Background: an optimization exercise with open tools, aiming at small area, a short achievable clock period and few clock cycles. Do not read the settings as production practice.
In this exercise RTL edits were held to simulation tests only and were not proved equivalent to the original.

## fft_r2c
module fft_r2c (
    input  wire        clk,
    input  wire        rst,
    input  wire        start,
    input  wire [2:0]  lg,
    input  wire [9:0]  x_base,
    input  wire [9:0]  y_base,
    output reg         done,
    output reg         mem_req,
    output reg         mem_we,
    output reg  [9:0]  mem_addr,
    output reg  [63:0] mem_wdata,
    input  wire        mem_gnt,
    input  wire [63:0] mem_rdata
);
    localparam [1:0] K_BF = 2'd0,    
                     K_L2 = 2'd1,    
                     K_BR = 2'd2;    
    reg  [2:0]  lgr;
    reg  [9:0]  xb, yb;
    reg         run;
    reg         seq_end;
    reg         in_br;
    reg  [2:0]  lm;           
    reg  [6:0]  cnt;          
    reg  [7:0]  bi;           
    reg         cv;           
    reg  [1:0]  ck;
    reg  [7:0]  cp, cq;
    reg  [6:0]  ct;           
    wire [7:0]  low   = (8'd1 << lm) - 8'd1;
    wire [7:0]  cnt8  = {1'b0, cnt};
  ...
Size: roughly 12000 cells after synthesis, about 170 I/O pins, about 120000 µm² of cells after synthesis.
Settings: LEC_CHECK=0, CAP_MARGIN=20, CORE_MARGIN=2, CORE_UTILIZATION=25, PLACE_DENSITY=0.4, SLEW_MARGIN=20, SYNTH_MEMORY_MAX_BITS=32768; clock period 30.0 ns.
standard.sh (not shown) runs the stock make flow with config.mk's settings and CLKGATE_MAP_FILE= SYNTH_SCRIPT=/design/flow/synth_recipe.tcl, a recipe that flattens the netlist after the stock synthesis.
==> flow/flow/run.sh <==
#!/bin/bash
set -euo pipefail
export SETUP_SLACK_MARGIN=23
bash standard.sh finish > flow_make.log 2>&1
Testbench counts at the start, summed over its fixed seeds: cycles 288,816.
Change:
==> flow/run.sh (new file) <==
#!/bin/bash
# synth_recipe.tcl (not shown) runs the flow's synth.tcl, then flattens the netlist and writes it again
# the make line also repeats each setting of config.mk as NAME=value (left out here)
make -C /OpenROAD-flow-scripts/flow DESIGN_CONFIG=/design/flow/config.mk WORK_HOME=/design/flow/orfs CLKGATE_MAP_FILE= SYNTH_SCRIPT=/design/flow/synth_recipe.tcl finish
removed: flow/flow/run.sh
removed: flow/standard.sh
Worst setup slack degrades by 2.4 ns.
Sequential share of layout area grows by 1.2 points.
Worst hold slack degrades by 0.012 ns.
First-iteration DRC count shrinks by about 1.6%.
Cell area shrinks by 4.9%.
Final cell count shrinks by 1.4%.
Wire length shrinks by 6.9%.
Register-to-register slack degrades by 2.4 ns.

Another version of the RTL of fft_r2c (not shown whole).
Size: ~13000 cells after synthesis, about 170 I/O pins.
Settings: LEC_CHECK=0, CAP_MARGIN=20, CORE_MARGIN=2, CORE_UTILIZATION=25, PLACE_DENSITY=0.4, SLEW_MARGIN=20, SYNTH_MEMORY_MAX_BITS=32768; clock period 30.0 ns.
==> flow/flow/run.sh <==
#!/bin/bash
set -euo pipefail
export SETUP_SLACK_MARGIN=23
bash standard.sh finish > flow_make.log 2>&1
The starting point went through all stages and came out clean.
Testbench counts at the start, summed over its fixed seeds: cycles 256,800.
Rerun with:
--- a/flow/config.mk
+++ b/flow/config.mk
@@ -9,4 +9,4 @@
 export CORE_MARGIN = 2
-export CORE_UTILIZATION = 25
-export PLACE_DENSITY = 0.4
+export CORE_UTILIZATION = 40
+export PLACE_DENSITY = 0.55
 export SLEW_MARGIN = 20
Outcome: Clock skew went down by 28 ps. Worst setup slack improves by 330 ps. Hold slack degrades by 58 ps. Area after synthesis stays the same. Die area went down by well over a third.

fft_r2c, a different RTL version from the one above (not shown whole).
For scale: about 170 I/O pins.
## fft_r2c
module fft_r2c (
    input  wire        clk,
    input  wire        rst,
    input  wire        start,
    input  wire [2:0]  lg,
    input  wire [9:0]  x_base,
    input  wire [9:0]  y_base,
    output reg         done,
    output reg         mem_req,
    output reg         mem_we,
    output reg  [9:0]  mem_addr,
    output reg  [63:0] mem_wdata,
    input  wire        mem_gnt,
    input  wire [63:0] mem_rdata
);
Settings: LEC_CHECK=0, CAP_MARGIN=20, CORE_MARGIN=2, CORE_UTILIZATION=25, PLACE_DENSITY=0.4, SLEW_MARGIN=20, SYNTH_MEMORY_MAX_BITS=32768; clock period 30.0 ns.
==> flow/flow/run.sh <==
#!/bin/bash
set -euo pipefail
export SETUP_SLACK_MARGIN=22.6
bash standard.sh finish > flow_make.log 2>&1
Testbench counts at the start, summed over its fixed seeds: cycles 258,288.
Change:
==> flow/flow/run.sh (replaced) <==
#!/bin/bash
set -euo pipefail
export SETUP_SLACK_MARGIN=23
bash standard.sh finish > flow_make.log 2>&1
Clock-buffer cell count falls by 8.
Core utilization grows by 0.24 points.
Worst setup slack is better by 0.36 ns.

==> re-timing with driven ports <==
The flow's constraints put no driver on any port. The routed layouts listed below were extracted and timed again, unchanged, in two steps.
Step 1 sets driving cells, clkbuf_16 on the clock port and buf_2 on the other inputs (assumed; they add their load-dependent delay and slew).
Step 2 times the ports against the registers' clock, not the clock port: input delays grow and output delays shrink by t, the midpoint of the rising clock arrivals with the driver on.
Three values: ideal, step 1, step 2; two values: the first two.
run | t (ns) | slack for setup (ns) | worst setup path at the end | clock arrival spread, ns
the first run of note 1 | 0.981 | 22.167 / 22.167 / 22.167 | register to register | 0.095 / 0.096
the second run of note 1 | 0.986 | 19.732 / 19.732 / 19.732 | register to register | 0.129 / 0.129
the first run of note 2 | 1.001 | 22.098 / 21.979 / 22.149 | input to register | 0.160 / 0.160
the second run of note 2 | 0.946 | 22.424 / 22.321 / 22.198 | input to register | 0.133 / 0.133
the first run of note 3 | 0.995 | 22.023 / 21.910 / 21.702 | input to register | 0.112 / 0.112
the second run of note 3 | 0.982 | 22.379 / 22.266 / 22.141 | input to register | 0.078 / 0.077
After both steps every run listed still meets setup and hold. The setup slack of the first run of note 3, which loses most, moves by -0.113 ns with the drivers and by -0.321 ns with both steps.
